What follows belongs to an exercise in optimizing a design on an open flow for small area, a short achievable clock period and few clock cycles per item; a production flow would make more cautious choices.
In this exercise RTL edits were held to simulation tests only and were not proved equivalent to the original.
Power is estimated from default activity; no workload was simulated.

`design.v`:
```
module vm_fpu (
    input  wire        clk,
    input  wire        rst,
    input  wire        in_valid,
    output wire        in_ready,
    input  wire [7:0]  in_op,
    input  wire [63:0] in_a,
    input  wire [63:0] in_b,
    output reg         out_valid,
    output reg  [63:0] out_result
);
    localparam [1:0] K_ADD = 2'd0, K_MUL = 2'd1, K_DIV = 2'd2, K_SP = 2'd3;
    localparam [63:0] QNAN = 64'h7FF8000000000000;
    localparam integer DR  = 4;                     
    localparam integer DIT = (56 + DR - 1) / DR;    
    localparam integer NQ  = DR * DIT;              
    reg         va;
    reg  [1:0]  op1;             
    reg  [63:0] a1, b1;
    wire        a_adv;
    assign in_ready = !va || a_adv;
    always @(posedge clk) begin
        if (in_ready) begin
            a1  <= in_a;
            b1  <= in_b;
            op1 <= in_op[3:2];
        end
        if (rst)           va <= 1'b0;
        else if (in_ready) va <= in_valid;
    end
    wire [10:0] ea1   = a1[62:52];
    wire [10:0] eb1   = b1[62:52];
    wire        a_fz  = (a1[51:0] == 52'd0);
    wire        b_fz  = (b1[51:0] == 52'd0);
    wire        a_ez  = (ea1 == 11'd0);
    wire        b_ez  = (eb1 == 11'd0);
    wire        a_em  = &ea1;
    wire        b_em  = &eb1;
    wire        a_nan = a_em & !a_fz;
    wire        b_nan = b_em & !b_fz;
    wire        a_inf = a_em & a_fz;
    wire        b_inf = b_em & b_fz;
    wire        a_zero = a_ez & a_fz;
    wire        b_zero = b_ez & b_fz;
    wire        sa1   = a1[63];
    wire        sb1   = b1[63] ^ (op1 == 2'd1);
    wire        ps1   = a1[63] ^ b1[63];
    wire [10:0] ea1e  = a_ez ? 11'd1 : ea1;
    wire [10:0] eb1e  = b_ez ? 11'd1 : eb1;
    wire [52:0] ma1   = {!a_ez, a1[51:0]};
    wire [52:0] mb1   = {!b_ez, b1[51:0]};
    reg special1, sp_nan1, sp_inf1, sp_sign1;
    always @(*) begin
        special1 = 1'b1;
        sp_nan1  = 1'b0;
        sp_inf1  = 1'b0;
        sp_sign1 = ps1;
        if (!op1[1]) begin
            sp_sign1 = a_inf ? sa1 : sb1;
            if (a_nan || b_nan || (a_inf && b_inf && sa1 != sb1)) sp_nan1 = 1'b1;
            else if (a_inf || b_inf)                              sp_inf1 = 1'b1;
            else                                                  special1 = 1'b0;
        end else if (!op1[0]) begin
            if (a_nan || b_nan || (a_inf && b_zero) || (a_zero && b_inf)) sp_nan1 = 1'b1;
            else if (a_inf || b_inf)                                      sp_inf1 = 1'b1;
            else if (!(a_zero || b_zero))                                 special1 = 1'b0;
        end else begin
            if (a_nan || b_nan || (a_inf && b_inf) || (a_zero && b_zero)) sp_nan1 = 1'b1;
            else if (a_inf || b_zero)                                     sp_inf1 = 1'b1;
            else if (!(a_zero || b_inf))                                  special1 = 1'b0;
        end
    end
    reg         md_busy, md_div, md_norm, md_wait, md_sign;
    reg  [3:0]  md_cnt;
    reg  [52:0] ra, rb;
    reg  signed [12:0] me;
    reg  [57:0] S, C;
    reg  [NQ-1:0] Q, QM;
    reg         mcin;
    wire md_type1 = op1[1] & !special1;
    assign a_adv  = va & (!md_busy | (md_wait & !op1[1]));
    wire a_to_md  = a_adv & md_type1;
    wire a_to_b   = a_adv & !md_type1;
    wire md_iter  = md_busy & !md_norm & !md_wait;
    wire md_last  = md_iter & (md_cnt == (md_div ? DIT - 1 : 6));
    wire        a_ge  = (a1[62:0] >= b1[62:0]);
    wire [10:0] dab   = ea1e - eb1e;
    wire [10:0] dba   = eb1e - ea1e;
    wire [10:0] ediff = a_ge ? dab : dba;
    wire [52:0] xm    = a_ge ? ma1 : mb1;
    wire [52:0] ym    = a_ge ? mb1 : ma1;
    wire        xs    = a_ge ? sa1 : sb1;
    wire        ys    = a_ge ? sb1 : sa1;
    wire [10:0] xe    = a_ge ? ea1e : eb1e;
    wire [5:0]  ash   = (ediff[10:6] != 5'd0) ? 6'd63 : ediff[5:0];
    wire [56:0] yw    = {ym, 4'd0};
    wire [56:0] ysh   = yw >> ash;
    wire        jam   = |(yw & ~({57{1'b1}} << ash));
    wire [56:0] yal   = {ysh[56:1], ysh[0] | jam};
    wire        md_idle = !md_busy;
    wire        it_div  = md_idle ? op1[0] : md_div;
    wire [52:0] mopa    = md_idle ? ma1 : ra;
    wire [52:0] mopb    = md_idle ? mb1 : rb;
    wire [57:0] Sin     = md_idle ? (op1[0] ? {4'd0, ma1, 1'b0} : 58'd0) : S;
    wire [57:0] Cin     = md_idle ? 58'd0 : C;
    wire [NQ-1:0] Qin   = md_idle ? {NQ{1'b0}} : Q;
    wire [NQ-1:0] QMin  = md_idle ? {NQ{1'b1}} : QM;
    wire        cin_in  = md_idle ? 1'b0 : mcin;
    function [123:0] csa62(input [61:0] x, input [61:0] y, input [61:0] z);
        reg [61:0] s, c;
        begin
            s = x ^ y ^ z;
            c = ((x & y) | (x & z) | (y & z));
            csa62 = {s, c[60:0], 1'b0};
        end
    endfunction
    wire [7:0]  mbyte = mopb[7:0];
    wire [61:0] pp0 = mbyte[0] ? {9'd0, mopa}       : 62'd0;
    wire [61:0] pp1 = mbyte[1] ? {8'd0, mopa, 1'd0} : 62'd0;
    wire [61:0] pp2 = mbyte[2] ? {7'd0, mopa, 2'd0} : 62'd0;
    wire [61:0] pp3 = mbyte[3] ? {6'd0, mopa, 3'd0} : 62'd0;
    wire [61:0] pp4 = mbyte[4] ? {5'd0, mopa, 4'd0} : 62'd0;
    wire [61:0] pp5 = mbyte[5] ? {4'd0, mopa, 5'd0} : 62'd0;
    wire [61:0] pp6 = mbyte[6] ? {3'd0, mopa, 6'd0} : 62'd0;
    wire [61:0] pp7 = mbyte[7] ? {2'd0, mopa, 7'd0} : 62'd0;
    wire [61:0] ms0 = {9'd0, Sin[52:0]};
    wire [61:0] mc0 = {9'd0, Cin[52:0]};
    wire [123:0] t1a = csa62(pp0, pp1, pp2);
    wire [123:0] t1b = csa62(pp3, pp4, pp5);
    wire [123:0] t1c = csa62(pp6, pp7, ms0);
    wire [123:0] t2a = csa62(t1a[123:62], t1a[61:0], t1b[123:62]);
    wire [123:0] t2b = csa62(t1b[61:0], t1c[123:62], t1c[61:0]);
    wire [123:0] t3  = csa62(t2a[123:62], t2a[61:0], t2b[123:62]);
    wire [123:0] t4  = csa62(t3[123:62], t3[61:0], t2b[61:0]);
    wire [123:0] t5  = csa62(t4[123:62], t4[61:0], mc0);
    wire [61:0]  mS  = t5[123:62];
    wire [61:0]  mC  = t5[61:0];
    wire [8:0]   lowsum = {1'b0, mS[7:0]} + {1'b0, mC[7:0]} + {8'd0, cin_in};
    wire [57:0] dd  = {3'd0, mopb, 2'd0};
    wire [4:0]  ddt = dd[56:52];
    function [1:0] qsel(input [3:0] a, input [3:0] b);    
        reg [3:0] y;
        begin
            y    = a + b;
            qsel = {!y[3], y[3] & (y != 4'hF)};
        end
    endfunction
    function [1:0] qnext(input [4:0] s, input [4:0] c, input [4:0] dt);
        reg [3:0] ns, nc;
        begin
            ns    = s[4:1] ^ c[4:1] ^ dt[4:1];
            nc    = (s[3:0] & c[3:0]) | (s[3:0] & dt[3:0]) | (c[3:0] & dt[3:0]);
            qnext = qsel(ns, nc);
        end
    endfunction
    wire [58*(DR+1)-1:0] sxv, scv;    
    wire [DR:1] qpv, qnv;
    assign sxv[57:0] = Sin;
    assign scv[57:0] = Cin;
    assign {qpv[1], qnv[1]} = qsel(Sin[56:53], Cin[56:53]);
    genvar gj;
    generate
        for (gj = 1; gj <= DR; gj = gj + 1) begin : g_srt
            wire [57:0] ps = sxv[58*(gj-1) +: 58];
            wire [57:0] pc = scv[58*(gj-1) +: 58];
            wire [57:0] s2 = {ps[56:0], 1'b0};
            wire [57:0] c2 = {pc[56:0], 1'b0};
            wire [57:0] dm = qpv[gj] ? ~dd : (qnv[gj] ? dd : 58'd0);
            assign sxv[58*gj +: 58] = s2 ^ c2 ^ dm;
            assign scv[58*gj +: 58] = {((s2[56:0] & c2[56:0]) | (s2[56:0] & dm[56:0]) | (c2[56:0] & dm[56:0])), qpv[gj]};
            if (gj < DR) begin : g_next
                wire [1:0] cp = qnext(ps[55:51], pc[55:51], ~ddt);
                wire [1:0] cz = qnext(ps[55:51], pc[55:51], 5'd0);
                wire [1:0] cn = qnext(ps[55:51], pc[55:51], ddt);
                assign {qpv[gj+1], qnv[gj+1]} = qpv[gj] ? cp : (qnv[gj] ? cn : cz);
            end
        end
    endgenerate
    wire [57:0] dS = sxv[58*DR +: 58];
    wire [57:0] dC = scv[58*DR +: 58];
    wire [DR-1:0] dP, dN;
    generate
        for (gj = 1; gj <= DR; gj = gj + 1) begin : g_dig
            assign dP[DR-gj] = qpv[gj];
            assign dN[DR-gj] = qnv[gj];
        end
    endgenerate
    wire [DR:0]   dvs  = {1'b0, dP} - {1'b0, dN};
    wire [DR:0]   dvm  = dvs - 1'b1;
    wire          d_ge = (dP >= dN);
    wire          d_gt = (dP > dN);
    wire [NQ-1:0] dQ   = d_ge ? {Qin[NQ-1-DR:0], dvs[DR-1:0]} : {QMin[NQ-1-DR:0], dvs[DR-1:0]};
    wire [NQ-1:0] dQM  = d_gt ? {Qin[NQ-1-DR:0], dvm[DR-1:0]} : {QMin[NQ-1-DR:0], dvm[DR-1:0]};
    wire [57:0] it_S  = it_div ? dS  : {5'd0, mS[60:8]};
    wire [57:0] it_C  = it_div ? dC  : {5'd0, mC[60:8]};
    wire [NQ-1:0] it_Q  = it_div ? dQ : {lowsum[7:0], Qin[NQ-1:8]};
    wire [NQ-1:0] it_QM = dQM;
    wire        ra8 = (ra[52:45] == 8'd0);
    wire        rb8 = (rb[52:45] == 8'd0);
    wire [3:0]  nda = ra[52] ? 4'd0 : (ra8 ? 4'd8 : 4'd1);
    wire [3:0]  ndb = rb[52] ? 4'd0 : (rb8 ? 4'd8 : 4'd1);
    always @(posedge clk) begin
        if (rst) begin
            md_busy <= 1'b0;
            md_norm <= 1'b0;
            md_wait <= 1'b0;
        end else if (a_to_md) begin
            md_busy <= 1'b1;
            md_div  <= op1[0];
            md_sign <= ps1;
            ra      <= ma1;
            me      <= op1[0] ? $signed({2'b0, ea1e}) - $signed({2'b0, eb1e}) + 13'sd1023
                              : $signed({2'b0, ea1e}) + $signed({2'b0, eb1e}) - 13'sd1023;
            if (!a_ez && !b_ez) begin
                md_norm <= 1'b0;
                md_cnt  <= 4'd1;
                rb      <= op1[0] ? mb1 : {8'd0, mb1[52:8]};
                S       <= it_S;
                C       <= it_C;
                Q       <= it_Q;
                QM      <= it_QM;
                mcin    <= lowsum[8];
            end else begin
                md_norm <= 1'b1;
                rb      <= mb1;
            end
        end else if (md_busy) begin
            if (md_wait) begin
                md_wait <= 1'b0;
                md_busy <= 1'b0;
            end else if (md_norm) begin
                if (ra[52] && rb[52]) begin
                    md_norm <= 1'b0;
                    md_cnt  <= 4'd0;
                    S       <= md_div ? {4'd0, ra, 1'b0} : 58'd0;
                    C       <= 58'd0;
                    Q       <= {NQ{1'b0}};
                    QM      <= {NQ{1'b1}};
                    mcin    <= 1'b0;
                end else begin
                    ra <= ra[52] ? ra : (ra8 ? {ra[44:0], 8'd0} : {ra[51:0], 1'b0});
                    rb <= rb[52] ? rb : (rb8 ? {rb[44:0], 8'd0} : {rb[51:0], 1'b0});
                    me <= me - $signed({9'd0, nda})
                             + (md_div ? $signed({9'd0, ndb}) : -$signed({9'd0, ndb}));
                end
            end else begin
                md_cnt <= md_cnt + 4'd1;
                S      <= it_S;
                C      <= it_C;
                Q      <= it_Q;
                QM     <= it_QM;
                mcin   <= lowsum[8];
                if (!md_div) rb <= {8'd0, rb[52:8]};
                if (md_last) begin
                    if (md_div) md_wait <= 1'b1;
                    else        md_busy <= 1'b0;
                end
            end
        end
    end
    reg         v2, inv2, cin2, s2, zs2, st2, spn2, spi2;
    reg  [1:0]  k2;
    reg  [57:0] cx2, cy2;
    reg  signed [12:0] e2;
    always @(posedge clk) begin
        if (rst) v2 <= 1'b0;
        else     v2 <= md_last | a_to_b;
        if (md_last) begin
            k2   <= md_div ? K_DIV : K_MUL;
            cx2  <= md_div ? dS : {mS[57:0]};
            cy2  <= md_div ? dC : {mC[57:0]};
            inv2 <= 1'b0;
            cin2 <= md_div ? 1'b0 : cin_in;
            e2   <= me;
            s2   <= md_sign;
            zs2  <= 1'b0;
            st2  <= (Q[NQ-1:NQ-48] != 48'd0);
            spn2 <= 1'b0;
            spi2 <= 1'b0;
        end else begin
            k2   <= special1 ? K_SP : K_ADD;
            cx2  <= {1'b0, xm, 4'd0};
            cy2  <= {1'b0, yal};
            inv2 <= xs ^ ys;
            cin2 <= xs ^ ys;
            e2   <= $signed({2'b0, xe});
            s2   <= special1 ? sp_sign1 : xs;
            zs2  <= xs & ys;
            st2  <= 1'b0;
            spn2 <= sp_nan1;
            spi2 <= sp_inf1;
        end
    end
    wire [58:0] wsum = {cx2, cin2} + {cy2 ^ {58{inv2}}, cin2};
    wire [57:0] W    = wsum[58:1];
    wire        zW   = (W == 58'd0);
    wire [57:0] dreg = {3'd0, rb, 2'd0};
    wire        negd = ((W ^ dreg) == {(W[56:0] | dreg[56:0]), 1'b0});
    wire [NQ-1:0] Qsel = W[57] ? QM : Q;
    wire        qlow = (NQ > 56) ? (Qsel[NQ-57:0] != 0) : 1'b0;
    wire        isdiv2 = (k2 == K_DIV);
    wire [57:0] V2   = isdiv2 ? {1'b0, Qsel[NQ-1:NQ-56], 1'b0} : W;
    wire        e2pos = !e2[12] && (e2 != 13'sd0);
    wire        e2ge2 = !e2[12] && (e2[11:1] != 11'd0);
    wire [12:0] sidx  = 13'd57 - e2;                            
    wire        sok   = e2pos && (e2 <= 13'sd57);
    wire [56:0] sent  = sok ? (57'd1 << sidx[5:0]) : 57'd0;
    wire [5:0]  lzw;
    vm_fpu_lzc64 u_lzc (.v({W[56:0] | sent, 7'h7F}), .cnt(lzw));
    wire [5:0]  lz    = isdiv2 ? {5'd0, !Qsel[NQ-1] & e2ge2} : lzw;
    wire [12:0] ome   = 13'd1 - e2;
    wire [5:0]  rsat  = (e2 < -13'sd62) ? 6'd63 : ome[5:0];
    reg         dirl;
    reg  [5:0]  amt;
    always @(*) begin
        if (V2[57]) begin
            dirl = 1'b0;
            amt  = e2[12] ? rsat : 6'd1;
        end else if (e2pos) begin
            dirl = 1'b1;
            amt  = lz;
        end else begin
            dirl = 1'b0;
            amt  = rsat;
        end
    end
    reg         v3, dirl3, s3, st3, sp3, spn3, spi3;
    reg  [57:0] V3;
    reg  [5:0]  amt3;
    reg  signed [12:0] e3;
    always @(posedge clk) begin
        if (rst) v3 <= 1'b0;
        else     v3 <= v2;
        V3    <= V2;
        dirl3 <= dirl;
        amt3  <= amt;
        e3    <= e2;
        s3    <= (k2 == K_ADD && zW) ? zs2 : s2;
        st3   <= isdiv2 ? (!(zW | negd) | qlow) : st2;
        sp3   <= (k2 == K_SP);
        spn3  <= spn2;
        spi3  <= spi2;
    end
    function [57:0] rev58(input [57:0] x);
        integer i;
        begin
            for (i = 0; i < 58; i = i + 1) rev58[i] = x[57 - i];
        end
    endfunction
    wire [57:0] T3   = dirl3 ? rev58(V3) : V3;
    wire [57:0] U3   = T3 >> amt3;
    wire        lost = |(T3 & ~({58{1'b1}} << amt3));
    wire [57:0] N3   = dirl3 ? rev58(U3) : U3;
    wire [12:0] ef3  = dirl3 ? e3 - $signed({7'd0, amt3}) : e3 + $signed({7'd0, amt3});
    reg         v4, g4, st4, s4, sp4, spn4, spi4, ovf4;
    reg  [52:0] m4;
    reg  [10:0] ef4;
    always @(posedge clk) begin
        if (rst) v4 <= 1'b0;
        else     v4 <= v3;
        m4   <= N3[56:4];
        g4   <= N3[3];
        st4  <= (N3[2:0] != 3'd0) | st3 | (!dirl3 & lost);
        ef4  <= ef3[10:0];
        ovf4 <= !ef3[12] && (ef3 > 13'sd2046);
        s4   <= s3;
        sp4  <= sp3;
        spn4 <= spn3;
        spi4 <= spi3;
    end
    wire [10:0] expf = m4[52] ? ef4 : 11'd0;
    wire        rnd  = g4 & (st4 | m4[0]);
    wire [62:0] mag  = {expf, m4[51:0]} + {62'd0, rnd};
    wire [63:0] res  = sp4 ? (spn4 ? QNAN : {s4, spi4 ? 11'h7FF : 11'h000, 52'd0}) :
                       (m4[52] & ovf4) ? {s4, 11'h7FF, 52'd0} : {s4, mag};
    always @(posedge clk) begin
        if (rst) out_valid <= 1'b0;
        else     out_valid <= v4;
        out_result <= res;
    end
endmodule
module vm_fpu_lzc64 (
    input  wire [63:0] v,
    output wire [5:0]  cnt
);
    wire [31:0] z1;
    wire [31:0] c1;
    wire [15:0] z2;
    wire [31:0] c2;
    wire [7:0]  z3;
    wire [23:0] c3;
    wire [3:0]  z4;
    wire [15:0] c4;
    wire [1:0]  z5;
    wire [9:0]  c5;
    genvar i;
    generate
        for (i = 0; i < 32; i = i + 1) begin : g1
            assign z1[i] = ~(v[2*i+1] | v[2*i]);
            assign c1[i] = ~v[2*i+1];
        end
        for (i = 0; i < 16; i = i + 1) begin : g2
            assign z2[i] = z1[2*i+1] & z1[2*i];
            assign c2[2*i+1:2*i] = z1[2*i+1] ? {1'b1, c1[2*i]} : {1'b0, c1[2*i+1]};
        end
        for (i = 0; i < 8; i = i + 1) begin : g3
            assign z3[i] = z2[2*i+1] & z2[2*i];
            assign c3[3*i+2:3*i] = z2[2*i+1] ? {1'b1, c2[4*i+1:4*i]} : {1'b0, c2[4*i+3:4*i+2]};
        end
        for (i = 0; i < 4; i = i + 1) begin : g4
            assign z4[i] = z3[2*i+1] & z3[2*i];
            assign c4[4*i+3:4*i] = z3[2*i+1] ? {1'b1, c3[6*i+2:6*i]} : {1'b0, c3[6*i+5:6*i+3]};
        end
        for (i = 0; i < 2; i = i + 1) begin : g5
            assign z5[i] = z4[2*i+1] & z4[2*i];
            assign c5[5*i+4:5*i] = z4[2*i+1] ? {1'b1, c4[8*i+3:8*i]} : {1'b0, c4[8*i+7:8*i+4]};
        end
    endgenerate
    assign cnt = z5[1] ? {1'b1, c5[4:0]} : {1'b0, c5[9:5]};
endmodule
```
`run.sh`:
```
#!/bin/bash
# synth_recipe.tcl (not shown) runs the flow's synth.tcl, then flattens the netlist and writes it again
# the make line also repeats each setting of config.mk as NAME=value (left out here)
make -C /OpenROAD-flow-scripts/flow DESIGN_CONFIG=/design/flow/config.mk WORK_HOME=/design/flow/orfs CLKGATE_MAP_FILE= SYNTH_SCRIPT=/design/flow/synth_recipe.tcl finish
```
`config.mk`:
```
export PLATFORM = sky130hd
export DESIGN_NAME = vm_fpu
export DESIGN_NICKNAME = vm_fpu
export VERILOG_FILES = /design/flow/design.v
export SDC_FILE = /design/flow/constraint.sdc
export NUM_CORES = 4
export LEC_CHECK = 0
export CAP_MARGIN = 20
export CORE_MARGIN = 2
export CORE_UTILIZATION = 40
export SETUP_SLACK_MARGIN = 5
export SLEW_MARGIN = 20
```
`constraint.sdc`:
```
create_clock -name core_clock -period 14.0 [get_ports {clk}]
set_input_delay 2.8000 -clock core_clock [delete_from_list [all_inputs] [get_ports {clk}]]
set_output_delay 2.8000 -clock core_clock [all_outputs]
set_load 0.01 [all_outputs]
```
==> run_results.csv <==
group,metric,value,unit
clock_network,clkTransAtPathRegs,60,ps
setup_path,crit_family,"adder cells",
floorplan,die_h,464,um
setup_path,r2r_slack,5270,ps
setup_path,r2r_end,"cx2[32]",
timing,drv_slew,0,
hold_path,min_to,"s4",
synth,synth_edf_count,482,
floorplan,core_area,210000,sq um
clock_network,hold_buffers,0,
global_routing,antenna_found_initial,36,
hold_path,min_path_cells,0,
floorplan,dieArea,215000,sq um
final_layout,finalNonFillerCells,13000,
global_routing,track_usage,35.9,%
setup_path,cp-start-kind,"flop",
synth,ys_seq_elements,846,
floorplan,start_util,40.3,%
setup_path,slowest_delay,730,ps
drt,vias,81200,
final_layout,finish.utilization,44.8,%
global_routing,grt_pass1_vias,78200,
floorplan,die_width,464,um
setup_path,path_common_cell,"fa_1",
final_layout,final_common_cell,"inv_1",
drt,drt-pass1-iter-count,8,
floorplan,rows,168,
clock_network,cts_made_buffers,102,
timing,hold_viol,0,
placed_design,dp_hpwl,305,mm
synth,ys_seq_area_share,25.7,%
clock_network,cts.sinks,846,
placed_design,placed_cells,12800,
synth,syn-num-nets,11400,
setup_path,crit_type,"reg -> reg",
drt,drc,0,
synth,syn_inst,10200,
final_layout,nets,11300,
pwr,ir_worst_vdd,398,uV
global_routing,grt_pass1_wl,565,mm
pwr,power_density,264,nW/um^2
clock_network,tritoncts,"done",
clock_network,clockBufferDepth,3,
final_layout,fillers,20700,
setup_path,critPathMaxFanout,37,
synth,netlist_area,84600,sq um
pwr,p_leak,0.0393,uW
setup_path,arrival,9320,ps
clock_network,h-tree-depth,3,
run_status,outcome,"no timing/DRC/antenna violations",
timing,setup_tns,0,ps
synth,synth-warning-count,1,
synth,syn_area_per_cell,8.27,sq um
placed_design,routabilityCongestion,1.04,
final_layout,drive_above_1_share,7.90,%
timing,worst_pin_slew,1190,ps
drt,wl_per_cell,30.5,um
synth,yosys_most_used_dff,"edfxtp_1",
drt,drt_iter0_drc,10900,
final_layout,final_cell_mix,"inv_1, nand2_1, nor2_1",
timing,fin_crit,8730,ps
timing,finalSetupViolations,0,
global_routing,overflow,0,
synth,synthArstFlopShare,0,%
clock_network,root_buffer,"clkbuf_16",
synth,synth_cell_types,112,
drt,viasPerCell,6.23,
hold_path,hold_path.class,"reg -> reg",
setup_path,required,14590,ps
timing,rsz0062_at_grt,"false",
placed_design,portBuffers,198,
setup_path,end_kind,"flop",
clock_network,clk_latency,820,ps
drt,drt_wl_total,398,mm
setup_path,reg2regPathDepth,33,
setup_path,crit_cells,33,
setup_path,cp_slowest_cell,"a31oi_1",
flow_run,maxCapViolations,0,
final_layout,syn2layout_area_growth,11.1,%
timing,post-route-period-util,62.3,%
setup_path,critical_path_buf_inv_count,8,
timing,max_freq,115,MHz
setup_path,r2r-start,"md_busy",
drt,antenna_left,0,
hold_path,hold_start,"s3",
floorplan,io_pins,205,
timing,relSlewSlack,20.3,%
timing,clock-skew-final,71.7,ps
global_routing,grt_max_degree,145,
## cells in the mapped netlist (99+ instances only)
library cell | number | area [sq um]
a211oi_1 | 160 | 1200
inv_1 | 1161 | 4360
fa_1 | 651 | 13000
ha_1 | 351 | 4390
a31oi_1 | 99 | 619
o21ai_0 | 714 | 3570
xor2_1 | 167 | 1460
edfxtp_1 | 482 | 14500
mux2i_1 | 324 | 3240
nand3_1 | 214 | 1070
xnor2_1 | 131 | 1150
nand2_1 | 1113 | 4180
mux2_2 | 116 | 1310
nor2_1 | 1084 | 4070
nor3_1 | 163 | 816
a21oi_1 | 811 | 4060
dfxtp_1 | 364 | 7290
clkbuf_1 | 555 | 2080
## through the flow
stage / hold slack, ps / worst slack, ps / area [sq um] / power, uW
after floorplan: 310 / 5030 / 84600 / 14400
after global placement: 313 / 3420 / 89500 / 21100
after detailed placement: 316 / 3380 / 89500 / 21200
after CTS: 331 / 5010 / 93500 / 24300
after global routing: 335 / 4970 / 94000 / 26300
final: 327 / 5270 / 94000 / 24800
## where the power goes
part,total [uW],switching (uW),internal (uW)
logic,18000,11600,6410
clock network,2890,1260,1630
registers,3960,493,3460
total,24800,13300,11500
## state kept, by name (all words and copies together), names as in the netlist, 2 cells and up
signal      cells
S              57
k2              2
cx2            58
amt3            6
md_cnt          4
ef4            11
Q              56
op1             2
rb             53
e2             13
ra             53
m4             53
V3             58
a1             64
QM             56
cy2            58
b1             64
C              57
out_result     64
me             13
e3             13
## routing by layer
layer,up-vias,track usage (%),share of wire [%]
met4,22,21.6,7.5
met2,4897,54.9,43
met1,40000,46.5,39
met5,-,0,0.044
li1,35200,-,-
met3,1098,7.57,10
## cell families (layout without fill, tap and decap cells)
family | count (synthesis) | in the layout | share of synthesized area, %
and+or+nand+nor | 3133 | 3133 | 16.3
AOI/OAI and AO/OA | 2602 | 2602 | 19.1
buffers and inverters | 1867 | 1850 | 8.51
adders and majority gates | 1002 | 1002 | 20.6
DFF | 846 | 846 | 25.7
muxes | 486 | 486 | 6.60
xor gates and xnor gates | 300 | 300 | 3.13
other | 0 | 10 | 0
## layout make-up
cell class / count / area (sq um) / share of cell area (%)
Clock buffer: 127 / 2870 / 3.05
Tap cell: 2805 / 3510 / 3.73
Timing Repair Buffer: 493 / 4460 / 4.74
Multi-Input combinational cell: 7523 / 56200 / 59.8
Sequential cell: 846 / 21800 / 23.2
Clock inverter: 65 / 762 / 0.811
Inverter: 1165 / 4390 / 4.67
Antenna cell: 10 / 25.0 / 0.0266
## how the worst max path moves through the flow
stage / slack, ps / from / to
floorplan: 5030 / md_busy / Q[9]
global placement: 3420 / md_busy / cy2[0]
global route: 4970 / md_busy / Q[43]
finish: 5270 / md_busy / cx2[32]
detailed placement: 3380 / md_busy / cy2[7]
CTS: 5010 / a1[59] / Q[14]
## what timing repair did
item | CTS | global route
pin swaps | 1 | 8
gates cloned | 1 | 2
hold endpoints to repair | 0 | 0
gates resized for setup | 35 | 31
setup buffers | 13 | 31
setup endpoints to repair | 337 | 229
Testbench counts, summed over its fixed seeds: cycles 23,314, ops 4,800.

[static timing again, ports no longer ideal]
No port has a modelled driver above. Below, the same layout with a new extraction and two added sets of constraints.
Step 1 (the two cells are an assumption about what drives the block):
set clk [get_ports {clk}]
set_driving_cell -lib_cell sky130_fd_sc_hd__clkbuf_16 $clk
set_driving_cell -lib_cell sky130_fd_sc_hd__buf_2 [delete_from_list [all_inputs] $clk]
Step 2 adds t to the input delays and takes it off the output delays; t is the mean of the earliest and latest rising clock arrival at the registers after step 1. Input paths then give back, and output paths get back, about the clock's delay inside the block.
Slacks: no drivers / after step 1 / after step 2; pairs: no drivers / after step 1.
t, ns: 0.871
setup slack, ns: 5.271 / 5.271 / 5.271
slew at the worst register clock pin (ns): 0.09 / 0.09
worst data-port slew with drivers (ns): 0.14
After both steps setup and hold are still met in this run. The setup slack of this run moves by 0.000 ns with the drivers and by 0.000 ns with both steps.
